Context: an optimization exercise on an open-source flow, tuned for small area, a short achievable clock period and few clock cycles per item. The choices shown serve that exercise and are no tape-out recipe.
Function was checked by simulation only, so behaviour that the tests miss may differ from the original.

## flow/design.v (module list and top-level ports; edited modules follow where they fit)
// module b85_fa: 10 lines
// module b85_codec: 971 lines
module b85_codec (
    input  wire        clk,
    input  wire        rst,         
    input  wire        in_valid,
    output wire        in_ready,
    input  wire        in_mode,     
    input  wire [39:0] in_data,
    output wire        out_valid,
    input  wire        out_ready,
    output wire [39:0] out_data,
    output wire [1:0]  out_err
);
  // ...
==> flow/run.sh <==
#!/bin/bash
# synth_recipe.tcl (not shown) runs the flow's synth.tcl, then flattens the netlist and writes it again
# the make line also repeats each setting of config.mk as NAME=value (left out here)
make -C /OpenROAD-flow-scripts/flow DESIGN_CONFIG=/design/flow/config.mk WORK_HOME=/design/flow/orfs CLKGATE_MAP_FILE= SYNTH_SCRIPT=/design/flow/synth_recipe.tcl finish
==> flow/config.mk <==
export PLATFORM = sky130hd
export DESIGN_NAME = b85_codec
export DESIGN_NICKNAME = b85_codec
export VERILOG_FILES = /design/flow/design.v
export SDC_FILE = /design/flow/constraint.sdc
export NUM_CORES = 4
export LEC_CHECK = 0
export CAP_MARGIN = 20
export CORE_MARGIN = 2
export CORE_UTILIZATION = 40
export SLEW_MARGIN = 20
export SYNTH_HIERARCHICAL = 1
==> flow/constraint.sdc <==
create_clock -name core_clock -period 30.0 [get_ports {clk}]
set_input_delay 6.0000 -clock core_clock [delete_from_list [all_inputs] [get_ports {clk}]]
set_output_delay 6.0000 -clock core_clock [all_outputs]
set_load 0.01 [all_outputs]
==> flow_summary.toml, run 1 <==
[logic_synthesis]
synth_top_family_by_area = "adder cells"
yosysMostFrequentCell = "fa_1"
synth_common_cells = "fa_1 (301), inv_1 (245), ha_1 (237), a21oi_1 (95), xnor2_1 (95)"
syn-num-nets = 2379
synth_edf_count = 83
synth_xor_area_share_pct = 7.13

[run_status]
status = "finished clean"

[final_layout]
drive_gt1_share_pct = 6.39
top_regs = "ir_data x40, o_data x40, sk_data x40"
register_area_sq_um = 3390
final_common_cell = "fa_1"
multi_input_area_sq_um = 14900
syn_to_final_growth_pct = 11.7
multi_input_area_share_pct = 69.1
stdcell_count = 2523

[clock_network]
cts.sinks = 128

[floorplan]
initial_core_util_pct = 40.5
core_sq_um = 47600
ios = 89

[route]
drc = 0
drtPass1Iterations = 5

[critical_path]
path_class = "reg2reg"
cp_common_cell = "ha_1"
worstReg2RegEnd = "o_data[30]"
cp-start-kind = "flip-flop"

[global_routing]
grt_max_degree = 45
top_usage_layer = "met2"

[sta]
setup_slack_ns = 14.75

[place]
dp_hpwl_um = 41100
io_buffers = 88
Testbench counts, summed over its fixed seeds: cycles 3,216, items 3,200.
==> run 2: changes to the inputs <==
--- a/flow/design.v
+++ b/flow/design.v
@@ -20,26 +20,29 @@
     output wire [39:0] out_data,
     output wire [1:0]  out_err
 );
     reg        ir_v, ir_mode;       
     reg [39:0] ir_data;
     reg        sk_v, sk_mode;       
     reg [39:0] sk_data;
     reg        rdy;                 
+    reg        m_v, m_mode;         
+    reg [42:0] m_p;                 
     reg        o_v;                 
     reg [39:0] o_data;
     reg [1:0]  o_err;
     assign in_ready  = rdy;
     assign out_valid = o_v;
     assign out_data  = o_data;
     assign out_err   = o_err;
     wire acc     = in_valid & rdy;
     wire o_adv   = !o_v | out_ready;       
-    wire ir_free = !ir_v | o_adv;          
+    wire m_adv   = !m_v | o_adv;           
+    wire ir_free = !ir_v | m_adv;          
     wire [9:0] c0;
 wire c0_1 = ir_data[0] ^ ir_data[8];
 wire c0_2 = ir_data[0] & ir_data[8];
 wire c0_3, c0_4;
 b85_fa c0_3_i (.a(ir_data[1]), .b(ir_data[9]), .c(ir_data[17]), .s(c0_3), .co(c0_4));
 wire c0_5, c0_6;
 b85_fa c0_5_i (.a(ir_data[2]), .b(ir_data[10]), .c(ir_data[18]), .s(c0_5), .co(c0_6));
 wire c0_7, c0_8;
@@ -891,91 +894,113 @@
 wire dv_kP55 = dv_kp0[26] & dv_kP41;
 wire dv_kG56 = dv_kg0[28] | (dv_kp0[28] & dv_kG35);
 wire dv_kP56 = dv_kp0[28] & dv_kP35;
 wire dv_kG57 = dv_kg0[30] | (dv_kp0[30] & dv_kG42);
 wire dv_kP57 = dv_kp0[30] & dv_kP42;
 wire dv_kG58 = dv_kg0[32] | (dv_kp0[32] & dv_kG31);
 wire dv_kP58 = dv_kp0[32] & dv_kP31;
 assign dec_v = {dv_kp0[32] ^ dv_kG31, dv_kp0[31] ^ dv_kG57, dv_kp0[30] ^ dv_kG42, dv_kp0[29] ^ dv_kG56, dv_kp0[28] ^ dv_kG35, dv_kp0[27] ^ dv_kG55, dv_kp0[26] ^ dv_kG41, dv_kp0[25] ^ dv_kG54, dv_kp0[24] ^ dv_kG32, dv_kp0[23] ^ dv_kG53, dv_kp0[22] ^ dv_kG40, dv_kp0[21] ^ dv_kG52, dv_kp0[20] ^ dv_kG34, dv_kp0[19] ^ dv_kG51, dv_kp0[18] ^ dv_kG39, dv_kp0[17] ^ dv_kG50, dv_kp0[16] ^ dv_kG29, dv_kp0[15] ^ dv_kG49, dv_kp0[14] ^ dv_kG38, dv_kp0[13] ^ dv_kG48, dv_kp0[12] ^ dv_kG33, dv_kp0[11] ^ dv_kG47, dv_kp0[10] ^ dv_kG37, dv_kp0[9] ^ dv_kG46, dv_kp0[8] ^ dv_kG25, dv_kp0[7] ^ dv_kG45, dv_kp0[6] ^ dv_kG36, dv_kp0[5] ^ dv_kG44, dv_kp0[4] ^ dv_kG17, dv_kp0[3] ^ dv_kG43, dv_kp0[2] ^ dv_kG1, dv_kp0[1] ^ dv_kg0[0], dv_kp0[0]};
-    function [13:0] dm;   
-        input [13:0] t;
-        reg [8:0] s;
-        reg [1:0] f;
-        reg [6:0] q, r;
-        begin
-            s = t[13:8] + t[7:0];
-            f = (s >= 9'd255) ? 2'd3 : (s >= 9'd170) ? 2'd2 : (s >= 9'd85) ? 2'd1 : 2'd0;
-            q = {t[13:8], 1'b0} + t[13:8] + f;
-            r = s[6:0] - 7'd85 * f;
-            dm = {q, r};
-        end
+    wire [8:0] x0 = c0[7:0] + c0[9:8];
+    wire [8:0] x1 = c1[7:0] + c1[12:8] + 3 * c0[9:8];
+    wire [8:0] x2 = c2[7:0] + c2[13:8] + 3 * c1[12:8];
+    wire [8:0] x3 = c3[7:0] + c3[12:8] + 3 * c2[13:8];
+    wire [6:0] x4 = 3 * c3[12:8];
+    wire [8:0] y0 = m_p[8:0], y1 = m_p[17:9], y2 = m_p[26:18], y3 = m_p[35:27];
+    wire [6:0] y4 = m_p[42:36];
+    function [2:0] fd;
+        input [8:0] y;
+        fd = (y >= 9'd340) ? 3'd4 : (y >= 9'd255) ? 3'd3 : (y >= 9'd170) ? 3'd2 : (y >= 9'd85) ? 3'd1 : 3'd0;
+    endfunction
+    wire [2:0] f0 = fd(y0), f1 = fd(y1), f2 = fd(y2), f3 = fd(y3);
+    function [6:0] tk;   
+        input [2:0] fj;
+        input [2:0] fp;
+        tk = {4'd0, fp} - 7'd85 * fj;
     endfunction
-    wire [13:0] m0 = dm({4'd0, c0}), m1 = dm({1'd0, c1}), m2 = dm(c2), m3 = dm({1'd0, c3});
-    wire [6:0]  q0 = m0[13:7], q1 = m1[13:7], q2 = m2[13:7], q3 = m3[13:7];
-    wire [6:0]  r0 = m0[6:0],  r1 = m1[6:0],  r2 = m2[6:0],  r3 = m3[6:0];
-    wire [7:0] w1 = r1 + q0, w2 = r2 + q1, w3 = r3 + q2;
-    wire e1  = (w1 >= 8'd85);
-    wire e2  = e1 ? (w2 >= 8'd84) : (w2 >= 8'd85);
-    wire [1:0] e3 = e2 ? ((w3 >= 8'd169) ? 2'd2 : (w3 >= 8'd84) ? 2'd1 : 2'd0)
-                       : ((w3 >= 8'd170) ? 2'd2 : (w3 >= 8'd85) ? 2'd1 : 2'd0);
-    wire [7:0] u2 = w2 + e1, u3 = w3 + e2;
-    wire [6:0] v0 = r0;
-    wire [6:0] v1 = e1 ? w1 - 8'd85 : w1;
-    wire [6:0] v2 = e2 ? u2 - 8'd85 : u2;
-    wire [6:0] v3 = (e3 == 2'd2) ? u3 - 8'd170 : (e3 == 2'd1) ? u3 - 8'd85 : u3;
-    wire [6:0] v4 = q3 + e3;
-    function [7:0] e85;
-        input [6:0] v;
+    wire [6:0] t1 = y1[6:0] + tk(f1, f0);
+    wire [6:0] t2 = y2[6:0] + tk(f2, f1);
+    wire [6:0] t3 = y3[6:0] + tk(f3, f2);
+    wire e1 = (t1 >= 7'd85);
+    wire e2 = (t2 >= 7'd85) | ((t2 == 7'd84) & e1);
+    wire e3 = (t3 >= 7'd85) | ((t3 == 7'd84) & e2);
+    function [7:0] bk;
+        input [6:0] t;
+        input ep, ej;
         begin
-            e85 = {1'b0, v} + ((v >= 7'd57) ? 8'd36 : 8'd35);
+            if (ej)      bk = {1'b0, t} + (ep ? 8'd207 : 8'd206);    
+            else if (ep) bk = {1'b0, t} + ((t >= 7'd56) ? 8'd37 : 8'd36);
+            else         bk = {1'b0, t} + ((t >= 7'd57) ? 8'd36 : 8'd35);
         end
     endfunction
-    wire [39:0] enc = {e85(v4), e85(v3), e85(v2), e85(v1), e85(v0)};
+    wire [7:0] b0 = y0[7:0] + ((y0 >= 9'd255) ? 8'd36 :        
+                               (y0 >= 9'd227) ? 8'd122 :       
+                               (y0 >= 9'd170) ? 8'd121 :       
+                               (y0 >= 9'd142) ? 8'd207 :       
+                               (y0 >= 9'd85)  ? 8'd206 :       
+                               (y0 >= 9'd57)  ? 8'd36 : 8'd35);
+    wire [7:0] b1 = bk(t1, 1'b0, e1);
+    wire [7:0] b2 = bk(t2, e1, e2);
+    wire [7:0] b3 = bk(t3, e2, e3);
+    wire [6:0] v4 = y4 + f3 + e3;
+    wire [7:0] b4 = {1'b0, v4} + ((v4 >= 7'd57) ? 8'd36 : 8'd35);
+    wire [39:0] enc = {b4, b3, b2, b1, b0};
     function ok;
         input [7:0] c;
         begin
             ok = (c >= 8'd35) && (c <= 8'd120) && (c != 8'd92);
         end
     endfunction
     wire bad = !(ok(ir_data[7:0]) && ok(ir_data[15:8]) && ok(ir_data[23:16]) &&
                  ok(ir_data[31:24]) && ok(ir_data[39:32]));
-    wire [39:0] dec_data = (bad || dec_v[32]) ? 40'd0 : {8'd0, dec_v[31:0]};
-    wire [1:0]  dec_err  = bad ? 2'd1 : (dec_v[32] ? 2'd2 : 2'd0);
+    wire [42:0] p_enc = {x4, x3, x2, x1, x0};
+    wire [42:0] p_dec = {p_enc[42:34], bad, dec_v};
+    wire        m_bad    = m_p[33];
+    wire [32:0] m_dv     = m_p[32:0];
+    wire [39:0] dec_data = (m_bad || m_dv[32]) ? 40'd0 : {8'd0, m_dv[31:0]};
+    wire [1:0]  dec_err  = m_bad ? 2'd1 : (m_dv[32] ? 2'd2 : 2'd0);
     always @(posedge clk) begin
         if (rst) begin
             ir_v <= 1'b0;
             sk_v <= 1'b0;
             rdy  <= 1'b1;
+            m_v  <= 1'b0;
             o_v  <= 1'b0;
         end else begin
             if (ir_free) begin
                 ir_v <= sk_v | acc;
             end
             if (sk_v) begin
                 if (ir_free) begin
                     sk_v <= 1'b0;
                     rdy  <= 1'b1;
                 end
             end else if (acc && !ir_free) begin
                 sk_v <= 1'b1;
                 rdy  <= 1'b0;
             end
+            if (m_adv) begin
+                m_v <= ir_v;
+            end
             if (o_adv) begin
-                o_v <= ir_v;
+                o_v <= m_v;
             end
         end
     end
     always @(posedge clk) begin
         if (ir_free) begin
             ir_mode <= sk_v ? sk_mode : in_mode;
             ir_data <= sk_v ? sk_data : in_data;
         end
         if (!sk_v) begin
             sk_mode <= in_mode;
             sk_data <= in_data;
         end
+        if (m_adv) begin
+            m_mode <= ir_mode;
+            m_p    <= ir_mode ? p_dec : p_enc;
+        end
         if (o_adv) begin
-            o_data <= ir_mode ? dec_data : enc;
-            o_err  <= ir_mode ? dec_err : 2'd0;
+            o_data <= m_mode ? dec_data : enc;
+            o_err  <= m_mode ? dec_err : 2'd0;
         end
     end
 endmodule
==> run 2 against run 1 <==
  * Clock-buffer cell count fell by 3
  * Flip-flop and latch count rose by 45
  * Worst hold slack improved by 0.0042 ns
  * Critical path depth fell by 31
  * Routed wire length fell by 6.0%
  * Register-to-register slack improved by 6.9 ns
  * Cell count barely moved
  * Critical path type unchanged
  * Critical endpoint is now o_data[38]
==> flow_summary.toml, run 2 <==
[critical_path]
path_class = "reg2reg"
crit_cells = 33
crit_start = "m_p[14]"
r2r_cells = 33
cpPeakStageDelay_ns = 0.70
worst-path-max-fanout = 10
cp-start-kind = "flip-flop"
reg2reg_slack_ns = 21.64
crit_family = "adder cells"
cp_common_cell = "inv_1"
required_ns = 30.20
critPathArrivalTime_ns = 8.56
crit_path_end = "o_data[38]"
path_buf_inv = 7
worstReg2RegEnd = "o_data[38]"
critPathCaptureType = "flip-flop"
r2r-start = "m_p[14]"
crit_path_top_delay_cell = "fa_1"

[run_status]
status = "finished clean"

[route]
drtIter0Drc = 687
vias_per_cell = 5.13
drtPass1Iterations = 7
drc = 0
dr_total_vias = 12900
drt-total-wl_um = 46600
wl_per_cell_um = 18.5
antenna_left = 0

[logic_synthesis]
yosys.area.top_type = "fa_1"
synth_top_area_share_pct = 31.2
synth_area_sq_um = 19900
yosysMostFrequentCell = "fa_1"
synth-main-ff-cell = "edfxtp_1"
synth_area_leaders = "fa_1 (31%), edfxtp_1 (19%), ha_1 (15%), dfxtp_1 (4.6%), inv_1 (4.4%)"
synth.avg_cell_area_sq_um = 11.4
syn_inst = 1748
synth_cell_types = 69
synthArstFlopShare_pct = 0
ys_ff_latch = 173
synth_edf_count = 127
synth_common_cells = "fa_1 (311), ha_1 (239), inv_1 (236), edfxtp_1 (127)"
seq_area_frac_synth_pct = 23.8
ys.warnings.count = 7
syn-num-nets = 2343

[flow_run]
max-cap-violations = 0

[floorplan]
fp.dieW_um = 227
rows = 81
ios = 89
dieArea_sq_um = 51600
initial_core_util_pct = 40.6
die_y_um = 227
core_sq_um = 49100

[sta]
finClkSkew_ns = 0.00868
tns_ns = 0
finalMaxSlewViolations = 0
setup_viol = 0
grt_setup_unrepaired = "false"
min_period_ns = 8.36
fin_crit_sh_pct = 27.9
clock.fmax_ghz = 0.120
fin_hold_ws_ns = 0.473
worstMarginPinSlew_ns = 0.960
finalHoldViolCount = 0
slew_headroom_pct = 36.0

[global_routing]
overflow = 0
grt.total_usage_pct = 19.2
grt_pass1_vias = 13900
antenna_found_initial = 0
grt_max_degree = 62
grt_pass1_wl_um = 75000

[final_layout]
syn_to_final_growth_pct = 11.8
fillerInstances = 4624
regMostFlops = "m_p"
mostFrequentLayoutCells = "fa_1 (311), ha_1 (239), inv_1 (236)"
multi_input_area_sq_um = 14200
final_common_cell = "fa_1"
largest_register_ffs = 43
num-nets-final = 2441
drive_gt1_share_pct = 6.19
register_area_sq_um = 4740

[min_path]
min_path_cells = 1
hold_class = "reg2reg"

[clock_network]
clockBufferDepth = 2
root_buffer = "clkbuf_16"
insertion_delay_ns = 0.46
ctsResizeCount = 0
hold_buffers = 0
cts.sinks = 173
cts_tree = "done"
h-tree-depth = 4
postCtsSetupRepairBufs = 0
numCtsBuffers = 17
clkTransAtPathRegs_ns = 0.07

[place]
io_buffers = 88
dp_hpwl_um = 38900
gp_congestion = 0.918
==> run 2: cell types whose count changed in the layout (fill, tap and decap cells not counted), moves of 7 or more <==
cell,previous run,this run
a21o_1,62,48
a21oi_1,95,81
buf_4,11,19
edfxtp_1,83,127
fa_1,301,311
inv_1,244,236
nand2_1,78,87
nand2b_1,19,11
nor2_1,72,65
o21ai_0,64,88
o21ai_1,8,1
o22ai_1,21,1
xnor2_1,95,68
xor2_1,54,43
==> run 2: cell families after synthesis <==
group	share of synthesized area (%)
adders and majority gates	46.2
muxes	3.20
buffers and inverters	5.00
xor gates and xnor gates	5.07
and+or+nand+nor	6.43
AOI/OAI and AO/OA	10.3
DFF	23.8
==> run 2: how the worst min path moves through the flow <==
stage                      startpoint     endpoint  slack, ns
final                      sk_data[0]   sk_data[0]       0.47
after global routing       sk_data[6]   sk_data[6]       0.49
after detailed placement  sk_data[18]  sk_data[18]       0.46
after CTS                 sk_data[25]  sk_data[25]       0.48
after floorplan               ir_mode       m_mode       0.42
after global placement    sk_data[25]  sk_data[25]       0.45
==> run 2: layout make-up <==
class,instances,share of cell area (%)
repair buffers,107,4.59
clock buffers,18,2.02
flip-flops and latches,173,21.3
clock inverters,14,0.550
multi-input cells,1310,63.8
inverters,237,3.99
well taps,664,3.73
diodes,1,0.0112
==> run 2: metal layers <==
metal,up-vias,wire (um),track usage (%)
li1,6136,-,-
met1,6448,21200,25.2
met2,287,21700,31.5
met3,65,2480,4.19
met4,0,1190,6.33
met5,-,0,0
==> run 2: per-module statistics from Yosys (local to each module, per instance) <==
module / cells inside / cell area (sq um) / flops+latches
b85_codec: 1514 / 15200 / 173
b85_fa: 1 / 20.0 / 0
==> run 2: through the flow <==
stage / util [%] / area (sq um) / setup slack (ns) / std cells
2_1_floorplan: - / 19900 / 22.04 / 1748
5_1_grt: 45.4 / 22300 / 20.95 / 2523
3_3_place_gp: 44.2 / 21700 / 21.77 / 2491
4_1_cts: 45.4 / 22300 / 21.58 / 2523
6_report: 45.4 / 22300 / 21.64 / 2524
3_5_place_dp: 44.2 / 21700 / 21.60 / 2491
Testbench counts of run 2, summed over its fixed seeds: cycles 3,224, items 3,200.

[port drivers added, routing unchanged]
The results above use ideal ports. As a check the final layouts listed here were re-extracted and re-timed, cells and wires unchanged. Step 1, drivers: a clkbuf_16 drives clk and a buf_2 each remaining input, both assumed. Step 2 also shifts input and output timing later by t, the mid clock arrival at the registers, as if the neighbouring blocks saw the same clock. a / b / c = ideal / step 1 / step 2; a / b = the first two.
| run | t (ns) | setup slack, ns | worst data-port slew with drivers (ns) |
|---|---|---|---|
| run 1 | 0.531 | 14.754 / 14.754 / 14.754 | 0.04 |
| run 2 | 0.507 | 21.636 / 21.636 / 21.636 | 0.04 |
After both steps every run listed still meets setup and hold.
